What follows belongs to an exercise in optimizing a design on an open flow for small area, a short achievable clock period and few clock cycles per item; a production flow would make more cautious choices.
Only simulation tests tie the RTL to the original design; equivalence was not proved.

==> inputs of build 64 <==
// sb2_render
module sb2_render (
    input  wire        clk,
    input  wire        rst,
    input  wire        wr_en,
    input  wire [1:0]  wr_ch,
    input  wire [3:0]  wr_reg,
    input  wire [31:0] wr_data,
    input  wire [1:0]  rd_ch,
    input  wire [3:0]  rd_reg,
    output reg  [31:0] rd_data,
    input  wire        start,
    output wire        ready,
    output reg         done,
    output reg  [15:0] out_l,
    output reg  [15:0] out_r,
    output reg         mem_req,
    output wire [31:0] mem_addr,
    input  wire        mem_ack,
    input  wire [7:0]  mem_rdata
);
clock: 13.0 ns
lec_check: 0
cap_margin: 20
core_margin: 2
core_utilization: 40
setup_slack_margin: 4.5
slew_margin: 20
tns_end_percent: 100
run.sh (not shown) runs the stock make flow with config.mk's settings and CLKGATE_MAP_FILE= SYNTH_SCRIPT=/design/flow/synth_recipe.tcl, a recipe that flattens the netlist after the stock synthesis.
==> inputs of build 76, as changes to build 64 <==
--- a/flow/design.v
+++ b/flow/design.v
@@ -54,20 +54,17 @@
     reg [31:0] llen    [0:3];
     reg [31:0] curi    [0:3];
     reg [15:0] curf    [0:3];
     reg [31:0] outrate;
     reg [31:0] step_c [0:3];    
     reg [3:0]  sv;
-    reg [3:0]  bv;              
-    reg [14:0] kc     [0:3];
+    reg [7:0]  byte_c [0:3];    
+    reg [3:0]  bv;
     reg [6:0]  ve_c   [0:3];    
     reg        vp;              
     reg [1:0]  vpch;
-    reg        vp2;             
-    reg [1:0]  vpch2;
-    reg signed [9:0] toff_r;
     reg        infr;            
     reg [3:0]  pc;              
     reg [3:0]  mq;              
     reg [1:0]  fch;             
     assign ready = ~infr;
     function [5:0] wave_mag;    
@@ -101,63 +98,61 @@
     assign wch[0] = (wr_ch == 2'd0);
     assign wch[1] = (wr_ch == 2'd1);
     assign wch[2] = (wr_ch == 2'd2);
     assign wch[3] = (wr_ch == 2'd3);
     wire [31:0] wdat = rst ? 32'd0 : wr_data;
     wire        w_out = rst | (we & (wr_reg == R_OUTRATE));
-    wire [3:0]  playing, rdy, endd, wrap, nochg, needf, nm, spcw, inval;
+    wire [3:0]  playing, rdy, endd, wrap, nochg, needf, inval;
     wire [32:0] cur_i   [0:3];
     wire [15:0] curf_nx [0:3];
     genvar g;
     generate
         for (g = 0; g < 4; g = g + 1) begin : chn
             wire [48:0] cur = {1'b0, curi[g], curf[g]} + {17'd0, step_c[g]};
             wire [32:0] le  = {1'b0, lstart[g]} + {1'b0, llen[g]};
             wire        lp  = |llen[g];
             wire        spc = cur[48:16] >= (lp ? le : {1'b0, slen[g]});
-            wire        cy  = cur[16] ^ curi[g][0] ^ step_c[g][16];    
+            wire        cy  = ({1'b0, curf[g]} + {1'b0, step_c[g][15:0]}) >> 16;
             assign cur_i[g]   = cur[48:16];
             assign curf_nx[g] = cur[15:0];
             assign wrap[g]    = lp && spc;
             assign endd[g]    = !lp && spc;
             assign playing[g] = act[g] & insv[g] & gate[g];
             assign rdy[g]     = playing[g] & sv[g] & ~wrap[g];
             assign nochg[g]   = (step_c[g][31:16] == 16'd0) && !cy && !spc;
-            wire   ve_nz      = ve_c[g] != 7'd0;
+            wire   ve_nz      = (vp && vpch == g) || (ve_c[g] != 7'd0);
             assign needf[g]   = !endd[g] && !(nochg[g] && bv[g]) && ve_nz;
-            assign nm[g]      = playing[g] && sv[g] && !((step_c[g][31:16] == 16'd0) && !cy && (bv[g] || mq[g])) && ve_nz;
-            assign spcw[g]    = spc;
             wire   vibchg     = !((wr_data[7:0] == vdep[g]) && (wr_data[15:10] == vph[g][7:2]))
                                 && !((wr_data[7:0] == 8'd0) && (vdep[g] == 8'd0));
             assign inval[g]   = we & (wr_reg == R_OUTRATE
                                       || (wch[g] && (wr_reg == R_PITCH || wr_reg == R_RATE || wr_reg == R_BASE
                                                      || (wr_reg == R_VIB && vibchg))));
         end
     endgenerate
-    wire [3:0] commit = rdy & (infr ? pc : {4{start}}) & {4{!vp && !vp2}};
+    wire [3:0] commit = rdy & (infr ? pc : {4{start}});
     reg        eb;              
     reg        emod;            
-    reg [2:0]  eph;             
+    reg [1:0]  eph;             
     reg [1:0]  ec;              
     reg [4:0]  ecnt;
     reg [48:0] R;
     reg [33:0] Q;
     reg [47:0] D;
-    localparam E_LOAD = 3'd0, E_SET = 3'd1, E_MUL = 3'd2, E_DIV = 3'd3, E_WB = 3'd4;
+    localparam E_LOAD = 2'd0, E_MUL = 2'd1, E_DIV = 2'd2, E_WB = 2'd3;
     wire [3:0] cand_step = infr ? (pc & ~sv) : (~sv & ~inval);
     wire [3:0] cand_mod  = infr ? (pc & sv & wrap) : 4'd0;
     wire [3:0] cand      = cand_step | cand_mod;
     wire [1:0] cpick     = cand[0] ? 2'd0 : cand[1] ? 2'd1 : cand[2] ? 2'd2 : 2'd3;
     wire       estart    = !eb && (cand != 4'd0);
     wire       ekill     = eb && inval[ec];
     wire signed [9:0]  voff = osc_off(vph[ec], vdep[ec]);
-    wire signed [17:0] psum = $signed({2'b00, R[15:0]}) + $signed(R[25:16]);
+    wire signed [17:0] psum = $signed({2'b00, pitch[ec]}) + voff;
     wire [15:0] pe = (psum < 18'sd1) ? 16'd1 : (psum > 18'sd65535) ? 16'hFFFF : psum[15:0];
-    wire [15:0] base_eff = (D[15:0] == 16'd0) ? 16'd1 : D[15:0];
+    wire [15:0] base_eff = (base[ec] == 16'd0) ? 16'd1 : base[ec];
     wire [32:0] xi = cur_i[ec] - {1'b0, lstart[ec]};
-    reg  [31:0] mrate;
+    wire [31:0] mrate = rate[ec];
     wire [33:0] nsum = {2'b00, R[31:0]} + (Q[18] ? {2'b00, mrate} : 34'd0) + (Q[19] ? {1'b0, mrate, 1'b0} : 34'd0);
     wire [33:0] dsum = {2'b00, D[47:16]} + (D[0] ? {2'b00, outrate} : 34'd0) + (D[1] ? {1'b0, outrate, 1'b0} : 34'd0);
     wire [48:0] tv1 = {R[47:0], Q[33]};
     wire [49:0] d1  = {1'b0, tv1} - {2'b00, D};
     wire        g1  = !d1[49];
     wire [48:0] r1  = g1 ? d1[48:0] : tv1;
@@ -183,27 +178,17 @@
             ecnt <= ecnt + 5'd1;
             if (ekill) begin
                 eb <= 1'b0;
             end else begin
                 case (eph)
                 E_LOAD: begin
-                    mrate <= rate[ec];
-                    eph   <= E_SET;
-                    if (emod) begin
-                        R[32:0] <= xi;
-                        D       <= {16'd0, llen[ec]};
-                    end else begin
-                        R[25:0] <= {voff, pitch[ec]};
-                        D[15:0] <= base[ec];
-                    end
-                end
-                E_SET: begin
                     ecnt <= 5'd0;
                     R    <= 49'd0;
                     if (emod) begin
-                        Q   <= {1'b0, R[32:0]};
+                        Q   <= {1'b0, xi};
+                        D   <= {16'd0, llen[ec]};
                         eph <= E_DIV;
                     end else begin
                         Q   <= {pe, 18'd0};
                         D   <= {32'd0, base_eff};
                         eph <= E_MUL;
                     end
@@ -228,39 +213,29 @@
                 default: eb <= 1'b0;
                 endcase
             end
         end
     end
     wire signed [9:0]  toff = osc_off(tph[vpch], tdep[vpch]);
-    wire signed [10:0] vsum = $signed({3'b000, vol[vpch2]}) + toff_r;
+    wire signed [10:0] vsum = $signed({3'b000, vol[vpch]}) + toff;
     wire [6:0]  ve = (vsum < 11'sd0) ? 7'd0 : (vsum > 11'sd64) ? 7'd64 : vsum[6:0];
-    reg  [31:0] pa;
-    reg  [1:0]  paf;
-    reg         pav;
-    reg         mreq;
-    wire        pre    = !infr && start && pav;
-    wire [1:0]  fcur   = infr ? fch : paf;
-    always @(*) mem_req = mreq | pre;
-    assign mem_addr = infr ? sdata[fch] + curi[fch] : pa;
+    assign mem_addr = sdata[fch] + curi[fch];
     wire        ack    = mem_req & mem_ack;
-    wire [3:0]  ackm   = ack ? (4'd1 << fcur) : 4'd0;
+    wire [3:0]  ackm   = ack ? (4'd1 << fch) : 4'd0;
     wire [3:0]  modm   = mod_fin ? (4'd1 << ec) : 4'd0;
     wire        mod_nf = ve_c[ec] != 7'd0;
-    wire [3:0]  mq_nx  = ((mq | (commit & needf)) & ~ackm) | (mod_nf ? modm : 4'd0);
+    wire [3:0]  mq_nx  = (mq & ~ackm) | (commit & needf) | (mod_nf ? modm : 4'd0);
     wire [1:0]  fpick  = mq_nx[0] ? 2'd0 : mq_nx[1] ? 2'd1 : mq_nx[2] ? 2'd2 : 2'd3;
     wire [3:0]  pc_nx  = infr ? (pc & ~commit & ~modm) : (playing & ~commit);
     wire        finish = infr && (pc == 4'd0) && ((mq & ~ackm) == 4'd0);
-    wire [1:0]  ppick  = nm[0] ? 2'd0 : nm[1] ? 2'd1 : nm[2] ? 2'd2 : 2'd3;
-    wire        pok    = (nm != 4'd0) && !we && (commit == 4'd0) && !step_fin && !mod_fin && !vp && !vp2
-                         && (!infr || pc == 4'd0);
-    wire signed [14:0] prod = $signed(mem_rdata) * $signed({1'b0, ve_c[fcur]});
-    wire signed [15:0] kx [0:3];
+    wire signed [15:0] kc [0:3];
     generate
         for (g = 0; g < 4; g = g + 1) begin : mix
-            wire [14:0] p = (mreq && fch == g) ? prod : kc[g];
-            assign kx[g] = (!act[g] || !insv[g]) ? 16'sd0 :
+            wire [7:0] b = (ack && fch == g) ? mem_rdata : byte_c[g];
+            wire signed [14:0] p = $signed(b) * $signed({1'b0, ve_c[g]});
+            assign kc[g] = (!act[g] || !insv[g]) ? 16'sd0 :
                            !gate[g] ? {{8{silence[g][7]}}, silence[g]} : {p[14], p};
         end
     endgenerate
     always @(*) begin
         case (rd_reg)
             R_CTRL:    rd_data = {27'd0, ended[rd_ch], looped[rd_ch], insv[rd_ch], gate[rd_ch], act[rd_ch]};
@@ -327,64 +302,54 @@
                 if (step_fin && ec == g)
                     step_c[g] <= step_val;
                 if (rst || inval[g])
                     sv[g] <= 1'b0;
                 else if (step_fin && ec == g)
                     sv[g] <= 1'b1;
-                if (rst)
+                if (rst) begin
+                    bv[g]     <= 1'b0;
+                    byte_c[g] <= 8'd0;
+                end else if (we && wch[g] && (wr_reg == R_DATA || wr_reg == R_CURI)) begin
                     bv[g] <= 1'b0;
-                else if (ack && fcur == g)
-                    bv[g] <= 1'b1;
-                else if ((we && wch[g] && (wr_reg == R_DATA || wr_reg == R_CURI))
-                         || (vp2 && vpch2 == g && ve != ve_c[g])
-                         || (commit[g] && !nochg[g]) || (mod_fin && ec == g))
+                end else if (ack && fch == g) begin
+                    bv[g]     <= 1'b1;
+                    byte_c[g] <= mem_rdata;
+                end else if ((commit[g] && !nochg[g]) || (mod_fin && ec == g)) begin
                     bv[g] <= 1'b0;
-                if (rst || (vp2 && vpch2 == g && ve != ve_c[g]))
-                    kc[g] <= 15'd0;
-                else if (ack && fcur == g)
-                    kc[g] <= prod;
+                end
                 if (rst)
                     ve_c[g] <= 7'd0;
-                else if (vp2 && vpch2 == g)
+                else if (vp && vpch == g)
                     ve_c[g] <= ve;
             end
         end
     endgenerate
     always @(posedge clk) begin
         if (rst) begin
             infr    <= 1'b0;
             pc      <= 4'd0;
             mq      <= 4'd0;
             fch     <= 2'd0;
-            mreq    <= 1'b0;
-            pav     <= 1'b0;
+            mem_req <= 1'b0;
             done    <= 1'b0;
             vp      <= 1'b0;
             vpch    <= 2'd0;
-            vp2     <= 1'b0;
-            vpch2   <= 2'd0;
         end else begin
             vp   <= we && (wr_reg == R_VOL || wr_reg == R_TREM);
             vpch <= wr_ch;
-            vp2    <= vp;
-            vpch2  <= vpch;
-            toff_r <= toff;
             done <= finish;
             if (finish) begin
                 infr  <= 1'b0;
-                out_l <= kx[0] + kx[3];
-                out_r <= kx[1] + kx[2];
+                out_l <= kc[0] + kc[3];
+                out_r <= kc[1] + kc[2];
             end else if (!infr && start) begin
                 infr <= 1'b1;
             end
             pc <= pc_nx;
             mq <= mq_nx;
-            if (!infr || !mreq || mem_ack) begin
-                mreq <= mq_nx != 4'd0;
-                fch  <= (pre && !mem_ack) ? paf : fpick;
+            if (!mem_req || mem_ack) begin
+                mem_req <= mq_nx != 4'd0;
+                fch     <= fpick;
             end
-            paf <= ppick;
-            pav <= pok && !spcw[ppick];
-            pa  <= sdata[ppick] + cur_i[ppick][31:0];
         end
     end
 endmodule
Settings changed: SETUP_SLACK_MARGIN 4.5 to default, TNS_END_PERCENT 100 to default.
==> comparison table <==
                                                                                build 64                 build 76
Result of the run                                                complete, no violations  complete, no violations
Synthesized instance count                                                         11800                    11100
Area growth syn-to-layout                                                          13.6%                    11.8%
Routability Congestion                                                              1.05                     1.12
Area enclosed by the die boundary                                             316000 um2               304000 um2
Combined area of all synthesized cells                                        125000 um2               120000 um2
Worst setup path end                                                          rd_data[5]                    Q[20]
Synthesized-area fraction occupied by ao, oa, aoi and oai cells                    0.164                    0.151
Met2 wire length                                                               276000 um                237000 um
Adder-cell area share of the yosys netlist                                         0.111                    0.144
Largest net degree at the start of global routing                                     88                       69
Final worst slack                                                                4.42 ns                  2.30 ns
Setup slack, reg-to-reg                                                          4.43 ns                  2.30 ns
Startpoint of the most critical setup path                                      rd_ch[1]                    ec[1]
Fraction of synthesized cell area in xor and xnor cells                           0.0458                   0.0481
Via total after detailed routing                                                  109000                   102000
Clock network area share                                                          0.0496                   0.0466
Worst setup path category                                                      in -> out               reg -> reg
Clk sink count                                                                      1698                     1589
Synthesized-area fraction occupied by and/or/nand/nor cells                        0.126                    0.119
Storage cell area                                                              49800 um2                46900 um2
Nets in the synthesized netlist                                                    12900                    12400
Testbench counts of build 64, summed over its fixed seeds: cycles 15,212, frames 2,560.
Testbench counts of build 76, summed over its fixed seeds: cycles 17,151, frames 2,560.

port drivers added, routing unchanged:
The results above use ideal ports. As a check the final layouts listed here were re-extracted and re-timed, cells and wires unchanged.
Step 1, drivers: a clkbuf_16 drives clk and a buf_2 each remaining input, both assumed.
Step 2 times the ports against the registers' clock, not the clock port: input delays grow and output delays shrink by t, the midpoint of the rising clock arrivals with the driver on.
Slacks: ideal / step 1 / step 2; pairs: ideal / step 1.
run | t, ns | setup slack, ns | hold slack, ns | worst setup path after step 2 | worst data-port slew with drivers (ns)
build 64 | 1.022 | 4.423 / 4.124 / 3.865 | 0.454 / 0.454 / 0.454 | input to register | 0.38
build 76 | 1.022 | 2.297 / 2.297 / 2.297 | 0.450 / 0.450 / 0.450 | register to register | 0.10
After both steps every run listed still meets setup and hold. The setup slack of build 64, which loses most, moves by -0.299 ns with the drivers and by -0.558 ns with both steps.
